This design comes from an exercise in tuning for small area on the open sky130 flow, not from production work. In this exercise RTL edits were held to simulation tests only and were not proved equivalent to the original. Power figures rest on the tool's default switching activity, not on a simulated workload.

==> inputs of job 5772 <==
Design twpc_scan, start of the top module:
module twpc_scan #(
    parameter NUM_SCAN = 32,
    parameter IDX_W    = 5
) (
    input  wire                clk,
    input  wire                rst,         
    input  wire [NUM_SCAN-1:0] scan_in,       
    input  wire                rep_clear,   
    output wire [NUM_SCAN-1:0] sc_drv,      
    output reg                 rep_valid,
    output reg  [IDX_W-1:0]    rep_line,
    output reg  [7:0]          rep_id
);
==> module twpc_scan, before the edit <==
module twpc_scan #(
    parameter NUM_SCAN = 32,
    parameter IDX_W    = 5
) (
    input  wire                clk,
    input  wire                rst,         
    input  wire [NUM_SCAN-1:0] scan_in,       
    input  wire                rep_clear,   
    output wire [NUM_SCAN-1:0] sc_drv,      
    output reg                 rep_valid,
    output reg  [IDX_W-1:0]    rep_line,
    output reg  [7:0]          rep_id
);
    localparam [3:0] PH_PULSE = 4'b0000, PH_REL = 4'b0001, PH_PROBE = 4'b0011,
                     PH_CHECK = 4'b0101;
    reg [IDX_W-1:0] sc_idx;
    reg [3:0]       sc_ph;
    reg [7:0]       sc_val;     
    reg [2:0]       rot;        
    reg             sweep;      
    reg [7:0]       cached;     
    reg [7:0]       ring [0:3][0:7];
    wire s = scan_in[sc_idx];
    wire is_check = (sc_ph == PH_CHECK);
    wire report   = is_check && s && (sc_val != cached);
    wire advance  = is_check || (sc_ph == PH_PROBE && !s);
    genvar g;
    generate
        for (g = 0; g < NUM_SCAN; g = g + 1) begin : g_drv
            assign sc_drv[g] = (sc_ph == PH_REL) && (sc_idx == g);
        end
    endgenerate
    wire        wr_hit = (rep_line[2:0] == rot);
    wire [31:0] heads;
    genvar r, e;
    generate
        for (r = 0; r < 4; r = r + 1) begin : g_ring
            wire we = sweep || (wr_hit && rep_line[4:3] == r);
            twpc_ao22 #(.W(8)) u_head (
                .a(rep_id), .sa(we), .b(ring[r][0]), .sb(!we), .y(heads[8 * r +: 8])
            );
            always @(posedge clk) begin
                ring[r][7] <= heads[8 * r +: 8];
            end
            for (e = 0; e < 7; e = e + 1) begin : g_ent
                always @(posedge clk)
                    ring[r][e] <= ring[r][e + 1];
            end
        end
    endgenerate
    wire       cap = (sc_idx[2:0] == rot);
    wire [7:0] cached_d;
    twpc_ao5 #(.W(8)) u_cap (
        .a(heads[7:0]),   .sa(cap && sc_idx[4:3] == 2'd0),
        .b(heads[15:8]),  .sb(cap && sc_idx[4:3] == 2'd1),
        .c(heads[23:16]), .sc(cap && sc_idx[4:3] == 2'd2),
        .d(heads[31:24]), .sd(cap && sc_idx[4:3] == 2'd3),
        .e(cached),       .se(!cap),
        .y(cached_d)
    );
    wire load = report && !rst;
    wire hold = !report && !rst;
    wire [7:0]       rep_id_d;
    wire [IDX_W-1:0] rep_line_d;
    twpc_ao22 #(.W(8))     u_rid  (.a(sc_val), .sa(load), .b(rep_id),   .sb(hold), .y(rep_id_d));
    twpc_ao22 #(.W(IDX_W)) u_rline(.a(sc_idx), .sa(load), .b(rep_line), .sb(hold), .y(rep_line_d));
    always @(posedge clk) begin
        sc_val   <= {s, sc_val[7:1]};
        cached   <= cached_d;
        rep_id   <= rep_id_d;
        rep_line <= rep_line_d;
    end
    always @(posedge clk) begin
        if (rst) begin
            sc_idx    <= {IDX_W{1'b0}};
            sc_ph     <= PH_PULSE;
            rot       <= 3'd0;
            sweep     <= 1'b1;
            rep_valid <= 1'b0;
        end else begin
            rot <= rot + 3'd1;
            if (rot == 3'd7)
                sweep <= 1'b0;
            if (rep_clear)
                rep_valid <= 1'b0;
            if (report)
                rep_valid <= 1'b1;
            sc_idx <= sc_idx + advance;
            if (advance)
                sc_ph <= PH_PULSE;
            else
                sc_ph <= {sc_ph[2:0], ~(sc_ph[3] ^ sc_ph[2])};
        end
    end
endmodule
==> flow/config.mk <==
export PLATFORM = sky130hd
export DESIGN_NAME = twpc_scan
export DESIGN_NICKNAME = twpc_scan
export VERILOG_FILES = /design/flow/design.v
export SDC_FILE = /design/flow/constraint.sdc
export NUM_CORES = 4
export LEC_CHECK = 0
export CAP_MARGIN = 20
export CORE_MARGIN = 2
export CORE_UTILIZATION = 80
export SLEW_MARGIN = 20
export SYNTH_HIERARCHICAL = 1
export SYNTH_MINIMUM_KEEP_SIZE = 0
==> flow/constraint.sdc <==
create_clock -name core_clock -period 5.0 [get_ports {clk}]
set_input_delay 1.0000 -clock core_clock [delete_from_list [all_inputs] [get_ports {clk}]]
set_output_delay 1.0000 -clock core_clock [all_outputs]
set_load 0.01 [all_outputs]
standard.sh (not shown) runs the stock make flow with config.mk's settings and CLKGATE_MAP_FILE= SYNTH_SCRIPT=/design/flow/synth_recipe.tcl, a recipe that flattens the netlist after the stock synthesis.
==> flow/flow/run.sh <==
#!/bin/bash
# The standard layout (standard.sh) with three changes:
#  - synthesis is synth_recipe.tcl unchanged except that its ABC pass maps with
#    flow/area.abc (area-recovering &nf mapping) instead of ORFS's speed script;
#  - the port buffers use the smallest buffer cell;
#  - the clock tree uses clkbuf_4 in small clusters, without dummy loads.
# make's output goes to make_finish.log; each tool's full log is under orfs/logs.
set -euo pipefail
W=$(pwd)
cat > "$W/area_synth.tcl" <<TCL
# synth_recipe.tcl with ABC's script replaced by $W/flow/area.abc
proc abc {args} {
  set i [lsearch -exact \$args -script]
  if { \$i >= 0 } { lset args [expr { \$i + 1 }] $W/flow/area.abc }
  puts "abc (area script): \$args"
  yosys abc {*}\$args
}
source $W/synth_recipe.tcl
TCL
CTS="-sink_clustering_enable -repair_clock_nets -sink_clustering_size 10 -sink_clustering_max_diameter 50 -buf_list {sky130_fd_sc_hd__clkbuf_2 sky130_fd_sc_hd__clkbuf_4 sky130_fd_sc_hd__clkbuf_8} -dont_use_dummy_load"
bash standard.sh \
  "SYNTH_SCRIPT=$W/area_synth.tcl" \
  "BUFFER_PORTS_ARGS=-buffer_cell sky130_fd_sc_hd__buf_1" \
  "CTS_ARGS=$CTS" \
  finish > make_finish.log 2>&1
==> flow/flow/area.abc <==
&get -n
&st
&syn2
&dch
&nf -R 1000 -p
&put
==> job 3156 (differences from job 5772) <==
--- a/flow/design.v
+++ b/flow/design.v
@@ -106,8 +106,8 @@
             sweep     <= 1'b1;
             rep_valid <= 1'b0;
         end else begin
-            rot <= rot + 3'd1;
-            if (rot == 3'd7)
+            rot <= {rot[1:0], rot[2] ^ (rot[1] | ~rot[0])};
+            if (rot == 3'b100)    
                 sweep <= 1'b0;
             if (rep_clear)
                 rep_valid <= 1'b0;
--- a/flow/flow/run.sh
+++ b/flow/flow/run.sh
@@ -17,7 +17,7 @@
 }
 source $W/synth_recipe.tcl
 TCL
-CTS="-sink_clustering_enable -repair_clock_nets -sink_clustering_size 10 -sink_clustering_max_diameter 50 -buf_list {sky130_fd_sc_hd__clkbuf_2 sky130_fd_sc_hd__clkbuf_4 sky130_fd_sc_hd__clkbuf_8} -dont_use_dummy_load"
+CTS="-sink_clustering_enable -repair_clock_nets -sink_clustering_size 12 -sink_clustering_max_diameter 35 -buf_list sky130_fd_sc_hd__clkbuf_4 -dont_use_dummy_load"
 bash standard.sh \
   "SYNTH_SCRIPT=$W/area_synth.tcl" \
   "BUFFER_PORTS_ARGS=-buffer_cell sky130_fd_sc_hd__buf_1" \
CORE_UTILIZATION = 70   (was 80)
PLACE_DENSITY = 0.9   (was default)
==> run summary <==
In combinational power, job 5772 and job 3156 hardly differ. Of job 5772 and job 3156, job 3156 has the higher worst setup slack (gap 500 ps). Of job 3156 and job 5772, job 5772 has the higher clock power (gap about 35%, measured against job 5772). Against job 5772, the utilization of job 3156 is lower by 13 points. First-iteration DRC count: job 5772 is higher than job 3156 (110%). Job 5772 completed with no timing, DRC or antenna violations. Job 3156 went through all stages and came out clean. Critical path depth is the same in job 5772 and job 3156. In job 5772 the design area is higher than in job 3156, by about 2.8%.

========
==> job 4034: inputs <==
==> flow/design.v <==
module twpc_ao22 #(
    parameter W = 8
) (
    input  wire [W-1:0] a,
    input  wire         sa,
    input  wire [W-1:0] b,
    input  wire         sb,
    output wire [W-1:0] y
);
    assign y = (a & {W{sa}}) | (b & {W{sb}});
endmodule
module twpc_ao5 #(
    parameter W = 8
) (
    input  wire [W-1:0] a,
    input  wire         sa,
    input  wire [W-1:0] b,
    input  wire         sb,
    input  wire [W-1:0] c,
    input  wire         sc,
    input  wire [W-1:0] d,
    input  wire         sd,
    input  wire [W-1:0] e,
    input  wire         se,
    output wire [W-1:0] y
);
    assign y = (a & {W{sa}}) | (b & {W{sb}}) | (c & {W{sc}}) | (d & {W{sd}}) | (e & {W{se}});
endmodule
module twpc_scan #(
    parameter NUM_SCAN = 32,
    parameter IDX_W    = 5
) (
    input  wire                clk,
    input  wire                rst,         
    input  wire [NUM_SCAN-1:0] scan_in,       
    input  wire                rep_clear,   
    output wire [NUM_SCAN-1:0] sc_drv,      
    output reg                 rep_valid,
    output reg  [IDX_W-1:0]    rep_line,
    output reg  [7:0]          rep_id
);
    localparam [3:0] PH_PULSE = 4'b0000, PH_REL = 4'b0001, PH_PROBE = 4'b0011,
                     PH_CHECK = 4'b0101;
    reg [IDX_W-1:0] sc_idx;
    reg [3:0]       sc_ph;
    reg [7:0]       sc_val;     
    reg [2:0]       rot;        
    reg             sweep;      
    reg [7:0]       cached;     
    reg [7:0]       ring [0:3][0:7];
    wire s = scan_in[sc_idx];
    wire is_check = (sc_ph == PH_CHECK);
    wire report   = is_check && s && (sc_val != cached);
    wire advance  = is_check || (sc_ph == PH_PROBE && !s);
    genvar g;
    generate
        for (g = 0; g < NUM_SCAN; g = g + 1) begin : g_drv
            assign sc_drv[g] = (sc_ph == PH_REL) && (sc_idx == g);
        end
    endgenerate
    wire        wr_hit = (rep_line[2:0] == rot);
    wire [31:0] heads;
    genvar r, e;
    generate
        for (r = 0; r < 4; r = r + 1) begin : g_ring
            wire we = sweep || (wr_hit && rep_line[4:3] == r);
            twpc_ao22 #(.W(8)) u_head (
                .a(rep_id), .sa(we), .b(ring[r][0]), .sb(!we), .y(heads[8 * r +: 8])
            );
            always @(posedge clk) begin
                ring[r][7] <= heads[8 * r +: 8];
            end
            for (e = 0; e < 7; e = e + 1) begin : g_ent
                always @(posedge clk)
                    ring[r][e] <= ring[r][e + 1];
            end
        end
    endgenerate
    wire       cap = (sc_idx[2:0] == rot);
    wire [7:0] cached_d;
    twpc_ao5 #(.W(8)) u_cap (
        .a(heads[7:0]),   .sa(cap && sc_idx[4:3] == 2'd0),
        .b(heads[15:8]),  .sb(cap && sc_idx[4:3] == 2'd1),
        .c(heads[23:16]), .sc(cap && sc_idx[4:3] == 2'd2),
        .d(heads[31:24]), .sd(cap && sc_idx[4:3] == 2'd3),
        .e(cached),       .se(!cap),
        .y(cached_d)
    );
    wire load = report && !rst;
    wire hold = !report && !rst;
    wire [7:0]       rep_id_d;
    wire [IDX_W-1:0] rep_line_d;
    twpc_ao22 #(.W(8))     u_rid  (.a(sc_val), .sa(load), .b(rep_id),   .sb(hold), .y(rep_id_d));
    twpc_ao22 #(.W(IDX_W)) u_rline(.a(sc_idx), .sa(load), .b(rep_line), .sb(hold), .y(rep_line_d));
    always @(posedge clk) begin
        sc_val   <= {s, sc_val[7:1]};
        cached   <= cached_d;
        rep_id   <= rep_id_d;
        rep_line <= rep_line_d;
    end
    always @(posedge clk) begin
        if (rst) begin
            sc_idx    <= {IDX_W{1'b0}};
            sc_ph     <= PH_PULSE;
            rot       <= 3'd0;
            sweep     <= 1'b1;
            rep_valid <= 1'b0;
        end else begin
            rot <= {rot[1:0], rot[2] ^ (rot[1] | ~rot[0])};
            if (rot == 3'b100)    
                sweep <= 1'b0;
            if (rep_clear)
                rep_valid <= 1'b0;
            if (report)
                rep_valid <= 1'b1;
            sc_idx <= sc_idx + advance;
            if (advance)
                sc_ph <= PH_PULSE;
            else
                sc_ph <= {sc_ph[2:0], ~(sc_ph[3] ^ sc_ph[2])};
        end
    end
endmodule
==> flow/flow/run.sh <==
#!/bin/bash
# The standard layout (standard.sh) with three changes:
#  - synthesis is synth_recipe.tcl unchanged except that its ABC pass maps with
#    flow/area.abc (area-recovering &nf mapping) instead of ORFS's speed script;
#  - the port buffers use the smallest buffer cell;
#  - the clock tree uses clkbuf_4 in small clusters, without dummy loads.
# make's output goes to make_finish.log; each tool's full log is under orfs/logs.
set -euo pipefail
W=$(pwd)
cat > "$W/area_synth.tcl" <<TCL
# synth_recipe.tcl with ABC's script replaced by $W/flow/area.abc
proc abc {args} {
  set i [lsearch -exact \$args -script]
  if { \$i >= 0 } { lset args [expr { \$i + 1 }] $W/flow/area.abc }
  puts "abc (area script): \$args"
  yosys abc {*}\$args
}
source $W/synth_recipe.tcl
TCL
CTS="-sink_clustering_enable -repair_clock_nets -sink_clustering_size 11 -sink_clustering_max_diameter 40 -buf_list sky130_fd_sc_hd__clkbuf_4 -dont_use_dummy_load"
bash standard.sh \
  "SYNTH_SCRIPT=$W/area_synth.tcl" \
  "BUFFER_PORTS_ARGS=-buffer_cell sky130_fd_sc_hd__buf_1" \
  "CTS_ARGS=$CTS" \
  finish > make_finish.log 2>&1
==> flow/flow/area.abc <==
&get -n
&st
&syn2
&dch
&nf -R 1000 -p
&put
==> flow/standard.sh <==
#!/bin/bash
# synth_recipe.tcl (not shown) runs the flow's synth.tcl, then flattens the netlist and writes it again
# the make line also repeats each setting of config.mk as NAME=value (left out here)
make -C /OpenROAD-flow-scripts/flow DESIGN_CONFIG=/design/flow/config.mk WORK_HOME=/design/flow/orfs CLKGATE_MAP_FILE= SYNTH_SCRIPT=/design/flow/synth_recipe.tcl "${@:-finish}"
==> flow/config.mk <==
export PLATFORM = sky130hd
export DESIGN_NAME = twpc_scan
export DESIGN_NICKNAME = twpc_scan
export VERILOG_FILES = /design/flow/design.v
export SDC_FILE = /design/flow/constraint.sdc
export NUM_CORES = 4
export LEC_CHECK = 0
export CAP_MARGIN = 20
export CORE_MARGIN = 2
export CORE_UTILIZATION = 75
export PLACE_DENSITY = 0.85
export SLEW_MARGIN = 20
export SYNTH_HIERARCHICAL = 1
export SYNTH_MINIMUM_KEEP_SIZE = 0
==> flow/constraint.sdc <==
create_clock -name core_clock -period 5.0 [get_ports {clk}]
set_input_delay 1.0000 -clock core_clock [delete_from_list [all_inputs] [get_ports {clk}]]
set_output_delay 1.0000 -clock core_clock [all_outputs]
set_load 0.01 [all_outputs]
==> inputs of job 3408, as changes to job 4034 <==
==> flow/design.v (replaced) <==
module twpc_scan #(
    parameter NUM_SCAN = 32,
    parameter IDX_W    = 5
) (
    input  wire                clk,
    input  wire                rst,         
    input  wire [NUM_SCAN-1:0] scan_in,       
    input  wire                rep_clear,   
    output wire [NUM_SCAN-1:0] sc_drv,      
    output reg                 rep_valid,
    output reg  [IDX_W-1:0]    rep_line,
    output reg  [7:0]          rep_id
);
    localparam [3:0] PH_PULSE = 4'd0, PH_REL = 4'd1, PH_PROBE = 4'd2, PH_CHECK = 4'd11;
    reg [IDX_W-1:0] sc_idx;
    reg [3:0]       sc_ph;
    reg             first;      
    reg [7:0]       sc_val;     
    reg [7:0]       ring [0:NUM_SCAN-1];
    wire       s      = scan_in[sc_idx];
    wire [7:0] cached = first ? 8'd0 : ring[0];
    wire is_check = (sc_ph == PH_CHECK);
    wire report   = is_check && s && (sc_val != cached);
    wire advance  = is_check || (sc_ph == PH_PROBE && !s);
    genvar g;
    generate
        for (g = 0; g < NUM_SCAN; g = g + 1) begin : g_drv
            assign sc_drv[g] = (sc_ph == PH_REL) && (sc_idx == g);
        end
    endgenerate
    always @(posedge clk)
        sc_val <= {s, sc_val[7:1]};
    integer j;
    always @(posedge clk)
        if (advance) begin
            for (j = 0; j < NUM_SCAN - 1; j = j + 1)
                ring[j] <= ring[j + 1];
            ring[NUM_SCAN - 1] <= report ? sc_val : cached;
        end
    always @(posedge clk) begin
        if (rst) begin
            sc_idx    <= {IDX_W{1'b0}};
            sc_ph     <= PH_PULSE;
            first     <= 1'b1;
            rep_valid <= 1'b0;
            rep_line  <= {IDX_W{1'b0}};
            rep_id    <= 8'd0;
        end else begin
            if (rep_clear)
                rep_valid <= 1'b0;
            if (report) begin
                rep_valid <= 1'b1;
                rep_line  <= sc_idx;
                rep_id    <= sc_val;
            end
            if (advance) begin
                sc_idx <= sc_idx + 1'b1;
                sc_ph  <= PH_PULSE;
                if (sc_idx == NUM_SCAN - 1)
                    first <= 1'b0;
            end else begin
                sc_ph <= sc_ph + 4'd1;
            end
        end
    end
endmodule
==> flow/run.sh (new file) <==
#!/bin/bash
# synth_recipe.tcl (not shown) runs the flow's synth.tcl, then flattens the netlist and writes it again
# the make line also repeats each setting of config.mk as NAME=value (left out here)
make -C /OpenROAD-flow-scripts/flow DESIGN_CONFIG=/design/flow/config.mk WORK_HOME=/design/flow/orfs CLKGATE_MAP_FILE= SYNTH_SCRIPT=/design/flow/synth_recipe.tcl finish
Settings changed: CORE_UTILIZATION 75 to 40, PLACE_DENSITY 0.85 to default, SYNTH_HIERARCHICAL 1 to default, SYNTH_MINIMUM_KEEP_SIZE 0 to default.
removed: flow/flow/run.sh
removed: flow/flow/area.abc
removed: flow/standard.sh
==> qor summary <==
Status: job 4034 complete, no violations; job 3408 complete, no violations
Top cell type by total area after synthesis: job 4034 sky130_fd_sc_hd__dfxtp_1; job 3408 sky130_fd_sc_hd__edfxtp_1
Crit. path cell count: job 4034 7; job 3408 5
Layout clock buffer count: job 4034 31; job 3408 37
Highest Clock Rate: job 4034 0.297 GHz; job 3408 0.257 GHz
Worst Hold Margin: job 4034 0.322 ns; job 3408 0.404 ns
Leakage power of the design: job 4034 0.00315 uW; job 3408 0.00378 uW
Width of the die: job 4034 103 um; job 3408 160 um
Area added between synthesis and finish: job 4034 9.62%; job 3408 21.1%
Power dissipated in combinational cells: job 4034 92.8 uW; job 3408 184 uW
Library cells used by synthesis: job 4034 28; job 3408 49
Multiplexer share of the synthesized area: job 4034 0%; job 3408 2.67%
Clock buffer and inverter area fraction after layout: job 4034 2.87%; job 3408 7.36%
Number of enable-type register cells in the synthesized netlist: job 4034 0; job 3408 256
Area used by multi-input combinational logic: job 4034 1390 um2; job 3408 1340 um2
Met3 capacity usage during global routing: job 4034 4.30%; job 3408 3.62%
Placer Congestion: job 4034 0.854; job 3408 0.813

## static timing again, ports no longer ideal
How much do the figures lean on ideal ports? The routed layouts below were timed once more, with nothing changed but the port constraints. Step 1 sets driving cells, clkbuf_16 on the clock port and buf_2 on the other inputs (assumed; they add their load-dependent delay and slew). Step 2 adds t to the input delays and takes it off the output delays; t is the mean of the earliest and latest rising clock arrival at the registers after step 1. Input paths then give back, and output paths get back, about the clock's delay inside the block. a / b / c = ideal / step 1 / step 2; a / b = the first two.
| run | t, ns | setup slack, ns | clock arrival spread, ns | cell pins on the clock port's net |
|---|---|---|---|---|
| job 5772 | 0.514 | 1.234 / 1.234 / 1.195 | 0.030 / 0.030 | 1 |
| job 3156 | 0.613 | 1.737 / 1.737 / 1.737 | 0.075 / 0.075 | 1 |
| job 4034 | 0.631 | 1.636 / 1.603 / 1.789 | 0.048 / 0.048 | 1 |
| job 3408 | 0.556 | 1.113 / 1.079 / 1.141 | 0.013 / 0.013 | 1 |
After both steps setup and hold are still met in every run listed. The setup slack of job 5772, which loses most, moves by 0.000 ns with the drivers and by -0.039 ns with both steps.
